This design comes from an exercise in tuning for small area on the open sky130 flow, not from production work. Function was checked by simulation only, so behaviour that the tests miss may differ from the original. Power and IR drop assume default switching activity.

### design/flow/run.sh
#!/bin/bash
# synth_recipe.tcl (not shown) runs the flow's synth.tcl, then flattens the netlist and writes it again
# the make line also repeats each setting of config.mk as NAME=value (left out here)
make -C /OpenROAD-flow-scripts/flow DESIGN_CONFIG=/design/flow/config.mk WORK_HOME=/design/flow/orfs CLKGATE_MAP_FILE= SYNTH_SCRIPT=/design/flow/synth_recipe.tcl finish
### design/flow/config.mk
export PLATFORM = sky130hd
export DESIGN_NAME = ota_core
export DESIGN_NICKNAME = ota_core
export VERILOG_FILES = /design/flow/design.v
export SDC_FILE = /design/flow/constraint.sdc
export NUM_CORES = 4
export LEC_CHECK = 0
export CAP_MARGIN = 20
export CORE_MARGIN = 2
export CORE_UTILIZATION = 40
export SLEW_MARGIN = 20
### design/flow/constraint.sdc
create_clock -name core_clock -period 10.0 [get_ports {clk}]
set_input_delay 2.0000 -clock core_clock [delete_from_list [all_inputs] [get_ports {clk}]]
set_output_delay 2.0000 -clock core_clock [all_outputs]
set_load 0.01 [all_outputs]
### design/flow/design.v
module ota_core (
    input  wire        clk,
    input  wire        rst,
    input  wire        cmd_valid,
    output wire        cmd_ready,
    input  wire [2:0]  cmd_op,
    input  wire [31:0] cmd_arg,
    input  wire        in_valid,
    output wire        in_ready,
    input  wire [7:0]  in_data,
    output reg         rsp_valid,
    output reg  [31:0] rsp_data,
    output reg         out_valid,
    output reg  [7:0]  out_data,
    output reg         dict_we,
    output reg  [10:0] dict_waddr,
    output reg  [7:0]  dict_wdata,
    output reg  [10:0] dict_raddr,       
    input  wire [7:0]  dict_rdata
);
    localparam [31:0] MAGIC_DEFAULT = 32'h45535033;
    localparam [10:0] WCUR_INIT     = 11'd2031;
    localparam [7:0]  SPACE         = 8'h20;
    localparam [7:0]  TAIL_INIT     = 8'h00;
    localparam [2:0] OP_CFG_MAGIC = 3'd1;
    localparam [2:0] OP_START     = 3'd2;
    localparam [2:0] OP_POLL      = 3'd3;
    localparam [2:0] OP_PROGRESS  = 3'd4;
    localparam [2:0] OP_VERIFY    = 3'd5;
    localparam [2:0] OP_RELEASE   = 3'd6;
    localparam [31:0] RES_INPROGRESS = 32'd0;
    localparam [31:0] RES_DONE       = 32'd1;
    localparam [31:0] ERR_HDR_LENGTH = -32'sd8;
    localparam [31:0] ERR_HDR_MAGIC  = -32'sd9;
    localparam [31:0] ERR_CHECKSUM   = -32'sd10;
    localparam [31:0] ERR_DOWNLOAD   = -32'sd11;
    localparam [2:0] ST_IDLE      = 3'd0;
    localparam [2:0] ST_HEADER    = 3'd1;
    localparam [2:0] ST_FILE      = 3'd2;
    localparam [2:0] ST_COMPLETED = 3'd3;
    localparam [2:0] ST_MAGIC     = 3'd4;
    localparam [2:0] ST_ERROR     = 3'd5;
    localparam [2:0] PH_CMD    = 3'd0;   
    localparam [2:0] PH_INIT   = 3'd1;   
    localparam [2:0] PH_BYTE   = 3'd2;   
    localparam [2:0] PH_HDRCHK = 3'd3;   
    localparam [2:0] PH_DECODE = 3'd4;   
    localparam [2:0] PH_CPRD   = 3'd5;   
    localparam [2:0] PH_CPWR   = 3'd6;   
    localparam [2:0] PH_END    = 3'd7;   
    reg [2:0]  phase;
    reg [2:0]  st;
    reg        err_is_len;       
    reg [31:0] magic_cfg;
    reg [31:0] declared_len;
    reg [31:0] received;
    reg [31:0] written;
    reg [31:0] crc;
    reg [4:0]  hdr_fill;
    reg [31:0] hdr_length;
    reg [31:0] hdr_crc32;
    reg [31:0] hdr_magic;
    reg [10:0] wcur;
    reg [22:0] bitq;             
    reg [4:0]  bitcnt;           
    reg [31:0] chunk_left;       
    reg [10:0] init_addr;
    reg [4:0]  ref_cnt;          
    reg [31:0] crc_next;
    integer i;
    always @* begin
        crc_next = crc ^ {24'd0, in_data};
        for (i = 0; i < 8; i = i + 1)
            crc_next = crc_next[0] ? ((crc_next >> 1) ^ 32'hEDB88320) : (crc_next >> 1);
    end
    wire        tok_lit = (bitcnt >= 5'd9)  &&  bitq[22];
    wire        tok_ref = (bitcnt >= 5'd16) && !bitq[22];
    wire [7:0]  lit_byte = bitq[21:14];
    wire [10:0] ref_off  = bitq[21:11];
    wire [3:0]  ref_len  = bitq[10:7];
    wire active = (st == ST_HEADER) || (st == ST_FILE) || (st == ST_COMPLETED);
    wire [31:0] err_code = (st == ST_MAGIC) ? ERR_HDR_MAGIC :
                           (err_is_len      ? ERR_HDR_LENGTH : ERR_DOWNLOAD);
    assign cmd_ready = (phase == PH_CMD);
    assign in_ready  = (phase == PH_BYTE) && (chunk_left != 32'd0);
    wire cmd_fire = cmd_valid && cmd_ready;
    wire in_fire  = in_valid && in_ready;
    always @(posedge clk) begin
        if (rst) begin
            phase      <= PH_CMD;
            st         <= ST_IDLE;
            magic_cfg  <= MAGIC_DEFAULT;
            rsp_valid  <= 1'b0;
            out_valid  <= 1'b0;
            dict_we    <= 1'b0;
            dict_raddr <= 11'd0;
        end else begin
            rsp_valid <= 1'b0;
            out_valid <= 1'b0;
            dict_we   <= 1'b0;
            case (phase)
            PH_CMD: if (cmd_fire) begin
                case (cmd_op)
                OP_CFG_MAGIC: begin
                    rsp_valid <= 1'b1;
                    if (active) begin
                        rsp_data <= ERR_DOWNLOAD;
                    end else begin
                        magic_cfg <= cmd_arg;
                        rsp_data  <= RES_DONE;
                    end
                end
                OP_START: begin
                    if (active) begin
                        rsp_valid <= 1'b1;
                        rsp_data  <= ERR_DOWNLOAD;
                    end else begin
                        declared_len <= cmd_arg;
                        received     <= 32'd0;
                        written      <= 32'd0;
                        crc          <= 32'hFFFFFFFF;
                        hdr_fill     <= 5'd0;
                        wcur         <= WCUR_INIT;
                        bitq         <= 23'd0;
                        bitcnt       <= 5'd0;
                        init_addr    <= 11'd0;
                        st           <= ST_HEADER;
                        phase        <= PH_INIT;
                    end
                end
                OP_POLL: begin
                    chunk_left <= cmd_arg;
                    phase      <= PH_BYTE;
                end
                OP_PROGRESS: begin
                    rsp_valid <= 1'b1;
                    if (st == ST_IDLE)
                        rsp_data <= ERR_DOWNLOAD;
                    else if (active)
                        rsp_data <= written;
                    else
                        rsp_data <= err_code;
                end
                OP_VERIFY: begin
                    rsp_valid <= 1'b1;
                    if (st == ST_COMPLETED)
                        rsp_data <= (~crc == hdr_crc32) ? RES_DONE : ERR_CHECKSUM;
                    else if (st == ST_MAGIC || st == ST_ERROR)
                        rsp_data <= err_code;
                    else
                        rsp_data <= ERR_DOWNLOAD;
                end
                OP_RELEASE: begin
                    st        <= ST_IDLE;
                    rsp_valid <= 1'b1;
                    rsp_data  <= RES_DONE;
                end
                default: begin
                    rsp_valid <= 1'b1;
                    rsp_data  <= ERR_DOWNLOAD;
                end
                endcase
            end
            PH_INIT: begin
                dict_we    <= 1'b1;
                dict_waddr <= init_addr;
                dict_wdata <= (init_addr < WCUR_INIT) ? SPACE : TAIL_INIT;
                init_addr  <= init_addr + 11'd1;
                if (init_addr == 11'd2047) begin
                    rsp_valid <= 1'b1;
                    rsp_data  <= declared_len;
                    phase     <= PH_CMD;
                end
            end
            PH_BYTE: begin
                if (chunk_left == 32'd0) begin
                    phase <= PH_END;
                end else if (in_fire) begin
                    chunk_left <= chunk_left - 32'd1;
                    if (st == ST_HEADER) begin
                        case (hdr_fill[4:2])
                        3'd0: hdr_length[8*hdr_fill[1:0] +: 8] <= in_data;
                        3'd1: hdr_crc32 [8*hdr_fill[1:0] +: 8] <= in_data;
                        3'd2: hdr_magic [8*hdr_fill[1:0] +: 8] <= in_data;
                        default: ;
                        endcase
                        if (hdr_fill >= 5'd8)
                            crc <= crc_next;
                        hdr_fill <= hdr_fill + 5'd1;
                        received <= received + 32'd1;
                        if (hdr_fill == 5'd19)
                            phase <= PH_HDRCHK;
                    end else if (st == ST_FILE) begin
                        crc      <= crc_next;
                        received <= received + 32'd1;
                        bitq     <= bitq | ({in_data, 15'd0} >> bitcnt);
                        bitcnt   <= bitcnt + 5'd8;
                        phase    <= PH_DECODE;
                    end
                end
            end
            PH_HDRCHK: begin
                if ({1'b0, hdr_length} + 33'd8 != {1'b0, declared_len}) begin
                    st         <= ST_ERROR;
                    err_is_len <= 1'b1;
                end else if (hdr_magic != magic_cfg) begin
                    st <= ST_MAGIC;
                end else begin
                    st <= ST_FILE;
                end
                phase <= PH_BYTE;
            end
            PH_DECODE: begin
                if (tok_lit) begin
                    out_valid  <= 1'b1;
                    out_data   <= lit_byte;
                    dict_we    <= 1'b1;
                    dict_waddr <= wcur;
                    dict_wdata <= lit_byte;
                    wcur       <= wcur + 11'd1;
                    written    <= written + 32'd1;
                    bitq       <= bitq << 9;
                    bitcnt     <= bitcnt - 5'd9;
                    phase      <= PH_BYTE;
                end else if (tok_ref) begin
                    dict_raddr <= ref_off;
                    ref_cnt    <= {1'b0, ref_len} + 5'd2;
                    bitq       <= bitq << 16;
                    bitcnt     <= bitcnt - 5'd16;
                    phase      <= PH_CPRD;
                end else begin
                    phase      <= PH_BYTE;
                end
            end
            PH_CPRD: begin
                phase      <= PH_CPWR;
            end
            PH_CPWR: begin
                out_valid  <= 1'b1;
                out_data   <= dict_rdata;
                dict_we    <= 1'b1;
                dict_waddr <= wcur;
                dict_wdata <= dict_rdata;
                wcur       <= wcur + 11'd1;
                written    <= written + 32'd1;
                dict_raddr <= dict_raddr + 11'd1;
                ref_cnt    <= ref_cnt - 5'd1;
                phase      <= (ref_cnt == 5'd1) ? PH_BYTE : PH_CPRD;
            end
            PH_END: begin
                rsp_valid <= 1'b1;
                phase     <= PH_CMD;
                case (st)
                ST_IDLE:      rsp_data <= ERR_DOWNLOAD;
                ST_HEADER:    rsp_data <= RES_INPROGRESS;
                ST_COMPLETED: rsp_data <= RES_DONE;
                ST_FILE: begin
                    if (received == declared_len) begin
                        st       <= ST_COMPLETED;
                        rsp_data <= RES_DONE;
                    end else if (received > declared_len) begin
                        st         <= ST_ERROR;
                        err_is_len <= 1'b0;
                        rsp_data   <= ERR_DOWNLOAD;
                    end else begin
                        rsp_data <= RES_INPROGRESS;
                    end
                end
                default:      rsp_data <= err_code;
                endcase
            end
            default: phase <= PH_CMD;
            endcase
        end
    end
endmodule
==> results list <==
* DR top layer: met4
- Overall die height: 244.8 um
- Hold-fix buffers at CTS: 0
* Mean instance size in the synthesized netlist: 10.04 sq um
* Chip width: 244.8 um
* Proportion of synthesized flip-flops having asynchronous set or reset: 0
- Counting flops and latches in the post-synthesis netlist gives 428.
* Min-delay worst type: reg -> reg
- When the netlist entered floorplanning its net count stood at 2,414.
- Measured against its own limit, the worst slew margin works out to 0.2312.
- EDFF count, synth: 376
- Cell accounting for the most synthesized area: sky130_fd_sc_hd__edfxtp_1
* Layout net count: 2,507
- For the worst-skew pair, the clock arrives at the later sink with an insertion delay of 0.61 ns.
- Routed wire length: 66,420 um
* Ports placed on the boundary: 130
- Critical path fanouts, max: 5
- Met2 wirelength from detailed routing: 30,820 um
- Detailed-router iteration count before antenna repair: 5
- Mean number of vias per cell: 5.499
* Leak pwr: 9.391 nW
* Design area: 0.02698 sq mm
* Buffers inserted by post-CTS timing repair: 0
- CTS-repair resized insts: 0
- The detail route stage leaves a number of antenna-violating nets equal to 0.
* Cell family contributing the most delay on the critical path: simple AND/OR/NAND/NOR gates
* Placeable core region: 0.05748 sq mm
* Via count of the first global-routing pass: 17,039
* Ordered cell list for the critical path: or4_4, or4_4, or4_4, or4_4, and2_4, clkdlybuf4s50_1
- Worst Hold Launch: magic_cfg[3]
- Dominant cells by area after synthesis: sky130_fd_sc_hd__edfxtp_1, sky130_fd_sc_hd__xnor2_1, sky130_fd_sc_hd__nand2_1
* Setup TNS: 0 ns
* Detailed router's first-iteration violation count: 1,703
* Skew final: 0.01639 ns
- Cell type of the slowest stage on the worst timing path: sky130_fd_sc_hd__or4_4
- In the synthesized netlist, the number of instances is 2,310.
- The number of buffers and inverters on the critical path is 1.
* Launch instance of the worst register-to-register path: hdr_length[9]
* Wire length the detailed router placed on met1: 29,000 um
* Fraction of final layout cells with drive strength greater than 1: 0.05524
* Worst setup path start: chunk_left[13]
* RSZ-0062 raised after global routing: no
* Max-slew violation count: 0
- Of the post-synthesis cell area, the dominant cell type holds 0.4867.
* Number of fill cells in the layout: 5,351
* Warnings from Yosys: 1
- Entering global routing, the biggest net connects 100 pins.
* Number of remaining DRC errors: 0
- The floorplan step defined a die boundary enclosing 0.05994 sq mm.
- Total GRT Usage: 0.2187
- The initial antenna violation count came to 3.
- TritonCTS clock tree: yes
- Required time of the worst setup path: 8.00 ns
* Period Utilization, post-route: 0.5839
* Worst Path Arrival: 3.84 ns
* Synth cell types: 68
- H-tree levels: 2
- Summed over all nets, wire length on met3 after detailed routing comes to 4282 um.
- Area growth from synthesis to final layout: 16.31%
* Time the worst path needs with I/O delays and setup: 5.839 ns
- The worst setup path is captured at a primary output.
- Post-Place Cell Area: 0.02527 sq mm
* Run status: complete, no violations
- Setup violations remaining at the end of the flow were counted as 0.
* Most frequent cell on the critical path: sky130_fd_sc_hd__or4_4
- Via count: 17,662
- Once detailed placement completed, the half-perimeter wirelength came to 47,190 um.
* Number of placement rows: 88
- The hold violation total from the final report came to 0.
* Num CTS Buffers: 49
- Maximum clock path buffer count: 3
* Maximum clock frequency: 171.3 MHz
- Power spread over the standard cell area amounts to 186.5 mW/mm^2.
- The clock net in this run drives a total of 428 sinks.
* Wire length of the first global-routing pass: 101,000 um
- Root buffer selected by CTS: sky130_fd_sc_hd__clkbuf_16
- RD Place Congestion: 0.8808
- Cell area after synthesis: 0.02320 sq mm
* Worst-Margin Slew: 1.149 ns
- The critical path is of the reg -> out type.
* Top FF cell, synth: sky130_fd_sc_hd__edfxtp_1
* Max-capacitance violation count: 0
- Initial cell density of the core: 0.4036
* PortBufs: 129
- The largest single stage delay on the critical path is 0.58 ns.
- STA classifies the critical path startpoint as a register.
* IR drop worst, VDD: 0.0001173 V
* Clock-pin slew of the registers on the worst-case setup and hold paths: 0.06 ns
* Register area share after synthesis: 0.5315
- Remaining global-route overflow: 0
* Average routed wire per standard cell: 20.68 um
[flip-flops by register name, summed over array words and instances, names as in the netlist, 11 cells and up]
signal        flops
hdr_crc32        32
chunk_left       32
written          32
init_addr        11
crc              32
received         32
bitq             23
dict_raddr       11
declared_len     32
hdr_length       32
hdr_magic        32
wcur             11
dict_waddr       11
magic_cfg        32
rsp_data         32
[worst register-to-register path, stage by stage, from the launching register on]
cell                        delay, ns
sky130_fd_sc_hd__edfxtp_1        0.50
sky130_fd_sc_hd__nand3_1         0.41
sky130_fd_sc_hd__nor4_2          0.67
sky130_fd_sc_hd__and3_1          0.26
sky130_fd_sc_hd__a21oi_1         0.08
sky130_fd_sc_hd__a2111oi_0       0.72
sky130_fd_sc_hd__nand4_1         0.42
sky130_fd_sc_hd__or3_1           0.55
sky130_fd_sc_hd__a32o_1          0.24
[through the flow]
stage          hold WS, ns  power [mW]  setup slack (ns)  cells  utilization
2_1_floorplan       0.4481       2.823             4.417   2310            -
3_3_place_gp        0.4582       3.133             4.785   3117       0.4394
3_5_place_dp        0.4669       3.156             4.742   3117       0.4396
4_1_cts             0.4750       5.060             4.109   3209       0.4693
5_1_grt             0.4968       5.221             4.057   3212       0.4695
6_report            0.4743       5.031             4.161   3212       0.4695
[metal layers]
metal / global-route usage / up-vias
met1: 0.2978 / 8565
met4: 0.08178 / 0
li1: - / 8380
met5: 0 / -
met3: 0.04056 / 126
met2: 0.3474 / 591
[cell families after synthesis]
| logic type | share of synthesized area |
|---|---|
| buffers and inverters | 0.04185 |
| and+or+nand+nor | 0.1620 |
| adders and majority gates | 0.02643 |
| DFF | 0.5316 |
| muxes | 0.01564 |
| AOI/OAI and AO/OA | 0.1158 |
| xor gates and xnor gates | 0.1067 |
[cell usage after synthesis, types with 27 or more instances]
library cell,number
sky130_fd_sc_hd__edfxtp_1,376
sky130_fd_sc_hd__nand2_1,322
sky130_fd_sc_hd__o21ai_0,208
sky130_fd_sc_hd__nor2_1,181
sky130_fd_sc_hd__inv_1,152
sky130_fd_sc_hd__xnor2_1,144
sky130_fd_sc_hd__xor2_1,136
sky130_fd_sc_hd__a21oi_1,102
sky130_fd_sc_hd__clkbuf_1,98
sky130_fd_sc_hd__nand3_1,73
sky130_fd_sc_hd__dfxtp_1,52
sky130_fd_sc_hd__ha_1,49
sky130_fd_sc_hd__nand4_1,39
sky130_fd_sc_hd__nor3_1,35
sky130_fd_sc_hd__nor4_1,32
sky130_fd_sc_hd__a211o_1,30
sky130_fd_sc_hd__and3_1,27
[cell type report]
class | instances | area [sq um] | share of cell area
antenna | 3 | 7.507 | 0.0002782
inverter | 152 | 570.5 | 0.02114
clock inverter | 28 | 341.6 | 0.01266
sequential | 428 | 12330 | 0.4570
clock buffer | 64 | 1364 | 0.05054
timing repair buffer | 147 | 1426 | 0.05286
multi-input combinational | 1625 | 9985 | 0.3700
tap | 765 | 957.2 | 0.03547
[placed cells by master, fill, tap and decap left out, types with 15 or more instances in the layout]
master                            count
sky130_fd_sc_hd__clkbuf_16           50
sky130_fd_sc_hd__or3_1               15
sky130_fd_sc_hd__edfxtp_1           376
sky130_fd_sc_hd__clkdlybuf4s50_1    129
sky130_fd_sc_hd__o21ai_0            208
sky130_fd_sc_hd__and2_1              15
sky130_fd_sc_hd__o22ai_1             15
sky130_fd_sc_hd__nand3_1             73
sky130_fd_sc_hd__nand2_1            322
sky130_fd_sc_hd__nor2_1             178
sky130_fd_sc_hd__a21oi_1            102
sky130_fd_sc_hd__nand4_1             39
sky130_fd_sc_hd__nor3_1              31
sky130_fd_sc_hd__xnor2_1            144
sky130_fd_sc_hd__dfxtp_1             52
sky130_fd_sc_hd__ha_1                49
sky130_fd_sc_hd__mux2i_1             25
sky130_fd_sc_hd__and3_1              27
sky130_fd_sc_hd__inv_1              152
sky130_fd_sc_hd__a211o_1             30
sky130_fd_sc_hd__nor4_1              32
sky130_fd_sc_hd__xor2_1             136
sky130_fd_sc_hd__buf_4               18
[path summary, 6_finish.rpt]
| check | end | slack, ns | depth (start not counted) |
|---|---|---|---|
| max | in_ready | 4.16 | 6 |
| min | magic_cfg[3] | 0.47 | 2 |
| max reg2reg | st[2] | 6.05 | 8 |
| min reg2reg | magic_cfg[3] | 0.47 | 2 |
[power breakdown]
part / internal (mW) / leakage (nW) / total (mW) / switching (mW)
sequential: 2.15 / 3.76 / 2.28 / 0.136
clock: 1.14 / 0.827 / 1.91 / 0.765
combinational: 0.338 / 4.81 / 0.839 / 0.501

## separate check: timing with driven ports
Ports are ideal in the flow. The routed layout listed here was re-timed in OpenROAD. Step 1 sets driving cells, clkbuf_16 on the clock port and buf_2 on the other inputs (assumed; they add their load-dependent delay and slew). Step 2 adds t to the input delays and takes it off the output delays; t is the mean of the earliest and latest rising clock arrival at the registers after step 1. Input paths then give back, and output paths get back, about the clock's delay inside the block. a / b / c = ideal / step 1 / step 2; a / b = the first two.
shift t [ns]: 0.659
setup WS [ns]: 4.161 / 4.105 / 4.635
worst setup path after step 2: input to register
cell pins on the clock port's net: 1
After both steps setup and hold are still met in this run. The setup slack of this run moves by -0.056 ns with the drivers and by +0.474 ns with both steps.
